Context: an optimization exercise on an open-source flow, tuned for small area, a short achievable clock period and few clock cycles per item. The choices shown serve that exercise and are no tape-out recipe. Function was checked by simulation only, so behaviour that the tests miss may differ from the original.

**design/flow/design.v**
```verilog
module fp32_mul (
    input  wire [31:0] a,
    input  wire [31:0] b,
    output reg  [31:0] y
);
    wire        sa = a[31], sb = b[31];
    wire [7:0]  ea = a[30:23], eb = b[30:23];
    wire [22:0] fa = a[22:0], fb = b[22:0];
    wire        sy = sa ^ sb;
    wire a_nan  = (ea == 8'hFF) && (fa != 0);
    wire b_nan  = (eb == 8'hFF) && (fb != 0);
    wire a_inf  = (ea == 8'hFF) && (fa == 0);
    wire b_inf  = (eb == 8'hFF) && (fb == 0);
    wire a_zero = (ea == 8'h00) && (fa == 0);
    wire b_zero = (eb == 8'h00) && (fb == 0);
    wire [23:0] ma = {ea != 0, fa};
    wire [23:0] mb = {eb != 0, fb};
    wire signed [10:0] xa = (ea == 0) ? 11'sd1 : $signed({3'b000, ea});
    wire signed [10:0] xb = (eb == 0) ? 11'sd1 : $signed({3'b000, eb});
    wire [47:0] prod = ma * mb;
    reg [5:0] lz;
    integer i;
    always @* begin
        lz = 6'd48;
        for (i = 0; i < 48; i = i + 1)
            if (prod[i]) lz = 6'd47 - i[5:0];
    end
    wire signed [10:0] er = xa + xb - 11'sd126 - $signed({5'b0, lz});
    wire [47:0] pn = prod << lz;
    wire signed [10:0] shs = 11'sd1 - er;
    wire [5:0] sh = (er >= 11'sd1) ? 6'd0 : ((shs > 11'sd49) ? 6'd49 : shs[5:0]);
    wire [47:0] ps = pn >> sh;
    wire [47:0] lost_mask = ~(48'hFFFF_FFFF_FFFF << sh);
    wire        lost = |(pn & lost_mask);
    wire [7:0]  efield = (er >= 11'sd1) ? er[7:0] : 8'd0;
    wire [30:0] mag    = {efield, ps[46:24]};
    wire        guard  = ps[23];
    wire        sticky = (|ps[22:0]) | lost;
    wire        rup    = guard & (sticky | ps[24]);
    wire [30:0] magr   = mag + {30'd0, rup};
    always @* begin
        if (a_nan || b_nan || (a_inf && b_zero) || (b_inf && a_zero))
            y = 32'h7FC0_0000;
        else if (a_inf || b_inf)
            y = {sy, 8'hFF, 23'd0};
        else if (a_zero || b_zero)
            y = {sy, 31'd0};
        else if (er >= 11'sd255)
            y = {sy, 8'hFF, 23'd0};
        else
            y = {sy, magr};
    end
endmodule
module fp32_add (
    input  wire [31:0] a,
    input  wire [31:0] b,
    input  wire        sub,
    output reg  [31:0] y
);
    wire [31:0] bb = {b[31] ^ sub, b[30:0]};
    wire a_nan = (a[30:23] == 8'hFF) && (a[22:0] != 0);
    wire b_nan = (bb[30:23] == 8'hFF) && (bb[22:0] != 0);
    wire a_inf = (a[30:23] == 8'hFF) && (a[22:0] == 0);
    wire b_inf = (bb[30:23] == 8'hFF) && (bb[22:0] == 0);
    wire        swap = bb[30:0] > a[30:0];
    wire [31:0] p = swap ? bb : a;
    wire [31:0] q = swap ? a : bb;
    wire [7:0]  xp = (p[30:23] == 0) ? 8'd1 : p[30:23];
    wire [7:0]  xq = (q[30:23] == 0) ? 8'd1 : q[30:23];
    wire [23:0] mp = {p[30:23] != 0, p[22:0]};
    wire [23:0] mq = {q[30:23] != 0, q[22:0]};
    wire [7:0]  d  = xp - xq;
    wire [4:0]  ds = (d > 8'd27) ? 5'd27 : d[4:0];
    wire [26:0] ap  = {mp, 3'b000};
    wire [26:0] aq0 = {mq, 3'b000};
    wire [26:0] aqs = aq0 >> ds;
    wire        qst = |(aq0 & ~(27'h7FF_FFFF << ds));
    wire [26:0] aq  = {aqs[26:1], aqs[0] | qst};
    wire        same = (p[31] == q[31]);
    wire [27:0] s = same ? ({1'b0, ap} + {1'b0, aq}) : ({1'b0, ap} - {1'b0, aq});
    reg [4:0] lz;
    integer i;
    always @* begin
        lz = 5'd27;
        for (i = 0; i < 27; i = i + 1)
            if (s[i]) lz = 5'd26 - i[4:0];
    end
    wire [4:0]  lmax = (xp - 8'd1 > 8'd27) ? 5'd27 : (xp[4:0] - 5'd1);
    wire [4:0]  lsh  = (lz < lmax) ? lz : lmax;
    wire [26:0] sl   = s[26:0] << lsh;
    wire [26:0] sr   = {s[27:2], s[1] | s[0]};
    wire [26:0] sn   = s[27] ? sr : sl;
    wire [8:0]  en   = s[27] ? ({1'b0, xp} + 9'd1) : ({1'b0, xp} - {4'd0, lsh});
    wire [7:0]  efield = sn[26] ? en[7:0] : 8'd0;
    wire [30:0] mag  = {efield, sn[25:3]};
    wire        rup  = sn[2] & (sn[1] | sn[0] | sn[3]);
    wire [30:0] magr = mag + {30'd0, rup};
    always @* begin
        if (a_nan || b_nan || (a_inf && b_inf && (a[31] != bb[31])))
            y = 32'h7FC0_0000;
        else if (a_inf)
            y = a;
        else if (b_inf)
            y = bb;
        else if (s == 0)
            y = {a[31] & bb[31], 31'd0};
        else if (en >= 9'd255)
            y = {p[31], 8'hFF, 23'd0};
        else
            y = {p[31], magr};
    end
endmodule
module tone_biquad (
    input  wire         clk,
    input  wire         rst,
    input  wire         cmd_valid,
    output wire         cmd_ready,
    input  wire [1:0]   cmd_op,
    input  wire [159:0] cmd_data,
    output wire         y_valid,
    input  wire         y_ready,
    output wire [31:0]  y
);
    localparam [31:0] C_025 = 32'h3E80_0000;
    localparam [31:0] C_05  = 32'h3F00_0000;
    localparam [31:0] C_03  = 32'h3E99_999A;
    localparam [31:0] C_2   = 32'h4000_0000;
    localparam [4:0] ST_IDLE = 5'd16;
    localparam [4:0] ST_OUT  = 5'd17;
    reg [4:0]  state;
    reg [31:0] s0, s1, s2, s3, gain;
    reg [31:0] b0, a1, a2;
    reg [31:0] w1, w2;           
    reg [31:0] r0, r1;           
    reg [31:0] yr;
    assign cmd_ready = (state == ST_IDLE);
    assign y_valid   = (state == ST_OUT);
    assign y         = yr;
    reg [31:0] ma, mb, aa, ab;
    reg        asub;
    always @* begin
        ma = 32'd0; mb = 32'd0; aa = r0; ab = r1; asub = 1'b0;
        case (state)
            5'd0:  begin ma = C_025; mb = s0;   end
            5'd1:  begin ma = C_05;  mb = s1;   end
            5'd2:  begin aa = r0;    ab = r1;   end
            5'd3:  begin ma = C_025; mb = s2;   end
            5'd4:  begin aa = r0;    ab = r1;   end
            5'd5:  begin ma = C_03;  mb = s3;   end
            5'd6:  begin aa = r0;    ab = r1;   end
            5'd7:  begin ma = r0;    mb = gain; end
            5'd8:  begin ma = a1;    mb = w1;   end
            5'd9:  begin aa = r0;    ab = r1;   asub = 1'b1; end
            5'd10: begin ma = a2;    mb = w2;   end
            5'd11: begin aa = r0;    ab = r1;   asub = 1'b1; end
            5'd12: begin ma = C_2;   mb = w1;   end
            5'd13: begin aa = r0;    ab = r1;   end
            5'd14: begin aa = r1;    ab = w2;   end
            5'd15: begin ma = b0;    mb = r1;   end
            default: ;
        endcase
    end
    wire [31:0] mres, ares;
    fp32_mul u_mul (.a(ma), .b(mb), .y(mres));
    fp32_add u_add (.a(aa), .b(ab), .sub(asub), .y(ares));
    always @(posedge clk) begin
        if (rst) begin
            state <= ST_IDLE;
            b0 <= 32'd0; a1 <= 32'd0; a2 <= 32'd0;
            w1 <= 32'd0; w2 <= 32'd0;
            yr <= 32'd0;
        end else begin
            case (state)
                ST_IDLE: if (cmd_valid) begin
                    case (cmd_op)
                        2'd0: begin
                            s0 <= cmd_data[31:0];    s1 <= cmd_data[63:32];
                            s2 <= cmd_data[95:64];   s3 <= cmd_data[127:96];
                            gain <= cmd_data[159:128];
                            state <= 5'd0;
                        end
                        2'd1: begin
                            b0 <= cmd_data[31:0]; a1 <= cmd_data[63:32]; a2 <= cmd_data[95:64];
                            w1 <= 32'd0; w2 <= 32'd0;
                        end
                        2'd2: begin
                            w1 <= 32'd0; w2 <= 32'd0;
                        end
                        default: ;
                    endcase
                end
                5'd0: begin r0 <= mres; state <= 5'd1; end
                5'd1, 5'd3, 5'd5, 5'd8, 5'd10, 5'd12: begin
                    r1 <= mres; state <= state + 5'd1;
                end
                5'd2, 5'd4, 5'd6, 5'd9, 5'd11: begin
                    r0 <= ares; state <= state + 5'd1;
                end
                5'd7: begin r0 <= mres; state <= 5'd8; end
                5'd13, 5'd14: begin r1 <= ares; state <= state + 5'd1; end
                5'd15: begin
                    yr <= mres;
                    w2 <= w1;
                    w1 <= r0;
                    state <= ST_OUT;
                end
                ST_OUT: if (y_ready) state <= ST_IDLE;
                default: state <= ST_IDLE;
            endcase
        end
    end
endmodule
```
**design/flow/run.sh**
```bash
#!/bin/bash
# synth_recipe.tcl (not shown) runs the flow's synth.tcl, then flattens the netlist and writes it again
# the make line also repeats each setting of config.mk as NAME=value (left out here)
make -C /OpenROAD-flow-scripts/flow DESIGN_CONFIG=/design/flow/config.mk WORK_HOME=/design/flow/orfs CLKGATE_MAP_FILE= SYNTH_SCRIPT=/design/flow/synth_recipe.tcl finish
```
**design/flow/config.mk**
```make
export PLATFORM = sky130hd
export DESIGN_NAME = tone_biquad
export DESIGN_NICKNAME = tone_biquad
export VERILOG_FILES = /design/flow/design.v
export SDC_FILE = /design/flow/constraint.sdc
export NUM_CORES = 4
export LEC_CHECK = 0
export CAP_MARGIN = 20
export CORE_MARGIN = 2
export CORE_UTILIZATION = 40
export SLEW_MARGIN = 20
```
**design/flow/constraint.sdc**
```tcl
create_clock -name core_clock -period 17.5 [get_ports {clk}]
set_input_delay 3.5000 -clock core_clock [delete_from_list [all_inputs] [get_ports {clk}]]
set_output_delay 3.5000 -clock core_clock [all_outputs]
set_load 0.01 [all_outputs]
```
==> notes.md <==
==> per-stage QoR <==
step / cells / hold slack [ns] / setup slack [ns] / util
6_report: 9743 / 0.455 / 0.587 / 0.480
2_1_floorplan: 7187 / 0.433 / 0.0378 / -
3_3_place_gp: 9650 / 0.441 / 0.259 / 0.466
5_1_grt: 9740 / 0.474 / 0.0125 / 0.480
4_1_cts: 9731 / 0.455 / 0.0484 / 0.476
3_5_place_dp: 9650 / 0.446 / 0.114 / 0.466
==> synth_stat cells (19+ instances only) <==
cell,number,share of area
clkbuf_1,343,0.022
ha_1,306,0.066
nor2b_1,27,0.0029
nand2b_1,52,0.0056
a221oi_1,53,0.0080
a211o_1,22,0.0033
o21bai_1,20,0.0026
nor3_1,179,0.016
o211ai_1,80,0.010
nor3b_1,21,0.0027
a2111oi_0,19,0.0029
a211oi_1,76,0.0099
a311oi_1,20,0.0030
a32oi_1,22,0.0033
a31oi_1,77,0.0084
buf_1,35,0.0023
a21o_1,69,0.0090
a22oi_1,191,0.025
mux2i_1,197,0.034
o21ai_1,25,0.0022
o31ai_1,28,0.0036
o21a_1,40,0.0052
and2_1,113,0.012
dfxtp_1,197,0.068
nand3_1,230,0.020
buf_2,53,0.0046
xor2_1,45,0.0068
or2_2,34,0.0037
nand4_1,75,0.0081
o221ai_1,27,0.0041
a221o_1,21,0.0036
fa_1,492,0.17
and3_1,66,0.0072
or3_1,34,0.0037
o22ai_1,62,0.0067
edfxtp_1,224,0.12
xnor2_1,84,0.013
inv_1,530,0.034
nor4_1,61,0.0066
a21oi_1,436,0.038
a22o_1,55,0.0084
nor2_1,549,0.036
o21ai_0,277,0.024
nand2_1,1152,0.075
mux2_2,50,0.0098
==> cells in the final DEF (no fill, tap or decap), types with 47 or more instances in the layout <==
| cell | instances |
|---|---|
| nand2_1 | 1147 |
| buf_4 | 804 |
| nor2_1 | 542 |
| inv_1 | 526 |
| fa_1 | 492 |
| a21oi_1 | 427 |
| ha_1 | 301 |
| o21ai_0 | 272 |
| edfxtp_1 | 224 |
| nand3_1 | 222 |
| clkdlybuf4s50_1 | 198 |
| dfxtp_1 | 196 |
| a22oi_1 | 191 |
| mux2i_1 | 182 |
| nor3_1 | 173 |
| and2_1 | 114 |
| xnor2_1 | 81 |
| o211ai_1 | 80 |
| a31oi_1 | 76 |
| nand4_1 | 75 |
| a211oi_1 | 73 |
| a21o_1 | 67 |
| o22ai_1 | 61 |
| and3_1 | 60 |
| nor4_1 | 56 |
| a22o_1 | 55 |
| nand2b_1 | 51 |
| mux2_2 | 50 |
| a221oi_1 | 47 |
==> cells by family after synthesis <==
logic type               count (synthesis)  synth area share
buffers and inverters                 1000            0.0690
AO/OA/AOI/OAI                         1876             0.225
flip-flops                             421             0.185
multiplexers                           254            0.0457
XOR/XNOR                               129            0.0196
adder cells (fa/ha/maj)                799             0.237
AND/OR/NAND/NOR                       2708             0.218
==> routing by layer <==
layer | track usage | share of wire | up-vias
met4 | 0.121 | 0.040 | 0
met1 | 0.540 | 0.43 | 30500
met2 | 0.529 | 0.41 | 3800
li1 | - | - | 27000
met5 | 0 | 0 | -
met3 | 0.0889 | 0.12 | 529
==> cell type report <==
| cell class | instances | area, µm² | share of cell area |
|---|---|---|---|
| tap | 1903 | 2380 | 0.0346 |
| multi-input combinational | 5766 | 43700 | 0.635 |
| inverter | 539 | 2030 | 0.0294 |
| sequential | 421 | 10700 | 0.155 |
| timing repair buffer | 1030 | 8560 | 0.124 |
| clock buffer | 63 | 1220 | 0.0178 |
| antenna | 3 | 7.51 | 0.000109 |
| clock inverter | 18 | 235 | 0.00342 |
==> final timing paths <==
check	endpoint	from
worst max register to register	r1[19]	state[4]
worst min-delay path	a1[19]	a1[19]
worst min register to register	a1[19]	a1[19]
worst max-delay path	r1[19]	state[4]
==> timing repair <==
action / in CTS / in global routing
endpoints found under the setup margin: 0 / 90
resized for setup: 0 / 116
setup buffers: 0 / 7
==> tightest hold or removal path: cells and delay by family, from the launching register on <==
| family | cells | cell delay [ns] |
|---|---|---|
| DFF | 1 | 0.31 |
| and+or+nand+nor | 1 | 0.05 |
| AOI/OAI and AO/OA | 1 | 0.05 |
==> impl_metrics.ini <==
[critical_path]
path_buf_inv = 14
cp_num_cells = 64
crit_top_cell = fa_1
slowest_delay_ns = 0.59
cpLargestDelayFamily = adder cells
required_ns = 17.88
reg2reg_setup_slack_ns = 0.59
worstPathMaxFanout = 20
worstSetupStartpointType = register
path_class = reg -> reg
cp_data_arrival_time_ns = 17.29
end_kind = register
cpMaxStageDelayCell = fa_1
ff2ff_path_depth = 64

[logic_synthesis]
synth.avg_cell_area_um2 = 8.02
syn_area_um2 = 57700
yosys_register_bits = 421
synth_edf_count = 224
synthArstFlopShare = 0
synthCells = 7187
ys.flop_type = edfxtp_1
ys_seq_area_frac = 0.185
syn-num-nets = 8151
yosysWarnings = 3
yosysUniqueCellTypes = 132

[floorplan]
rows = 139
coreArea_um2 = 143000
fp.dieW_um = 384
dieArea_um2 = 147000
die_h_um = 384
boundaryPins = 200
start_util = 0.402

[layout]
final_nets = 8766
area_delta_synth_final_pct = 19.3
nFillCells = 14100
final_area_um2 = 68800
drive_above_1_share = 0.153

[timing]
fin_crit_sh = 0.966
tightestPinTransition_ns = 1.15
slew_headroom = 0.231
min_period_ns = 16.91
final_max_slew_viol_count = 0
fmax_ghz = 0.0591
finClkSkew_ns = 0.0502
hold_viol_final = 0
rsz0062_at_grt = no
setup_viol = 0
setup_tns_ns = 0

[grt]
overflow = 0
antenna_found_initial = 8
grt_pass1_vias = 59100
grt_pass1_wl_um = 406000
grt_max_degree = 101
grt_util_all_layers = 0.369

[clocking]
clock-sinks = 421
clk_path_buf_depth = 3
clk_pin_slew_worst_paths_ns = 0.07
cts_root_buffer = clkbuf_16
cts_hold_buf = 0
cts_buffers = 44
htree_levels = 2
cts_tree = built
worstSkewPairLatency_ns = 0.63

[route]
wl_per_cell_um = 28.7
vias = 61800
drtIter0Drc = 8472
routed_wl_um = 279000
firstDrtPassIters = 7
routed_via_density = 6.34
drc = 0
drtAntennaViolNets = 0

[status]
status = complete, no violations

[hold_path]
holdPathStages = 2
worstHoldPathType = reg -> reg

[placement]
gp_congestion = 1.07
place_area_um2 = 66700
port_buffers = 199
hpwlAfterDp_um = 227000

[job]
drv_cap = 0
Testbench counts, summed over its fixed seeds: cycles 36,872, items 2,048.

static timing again, ports no longer ideal:
No port has a modelled driver above. Below, the same layout with a new extraction and two added sets of constraints. Step 1, drivers: a clkbuf_16 drives clk and a buf_2 each remaining input, both assumed. Step 2, shift: input delay + t, output delay - t, t = (earliest + latest rising clock arrival at the registers) / 2. This alone moves slack from input paths to output paths. Slacks: ideal ports / drivers / drivers and shift; pairs: ideal ports / drivers.
t, ns: 0.675
setup WS [ns]: 0.587 / 0.587 / 0.587
latest minus earliest clock arrival (ns): 0.050 / 0.050
worst register clock-pin slew, ns: 0.08 / 0.08
worst slew at a driven data input, ns: 0.14
After both steps setup and hold are still met in this run. The setup slack of this run moves by 0.000 ns with the drivers and by 0.000 ns with both steps.
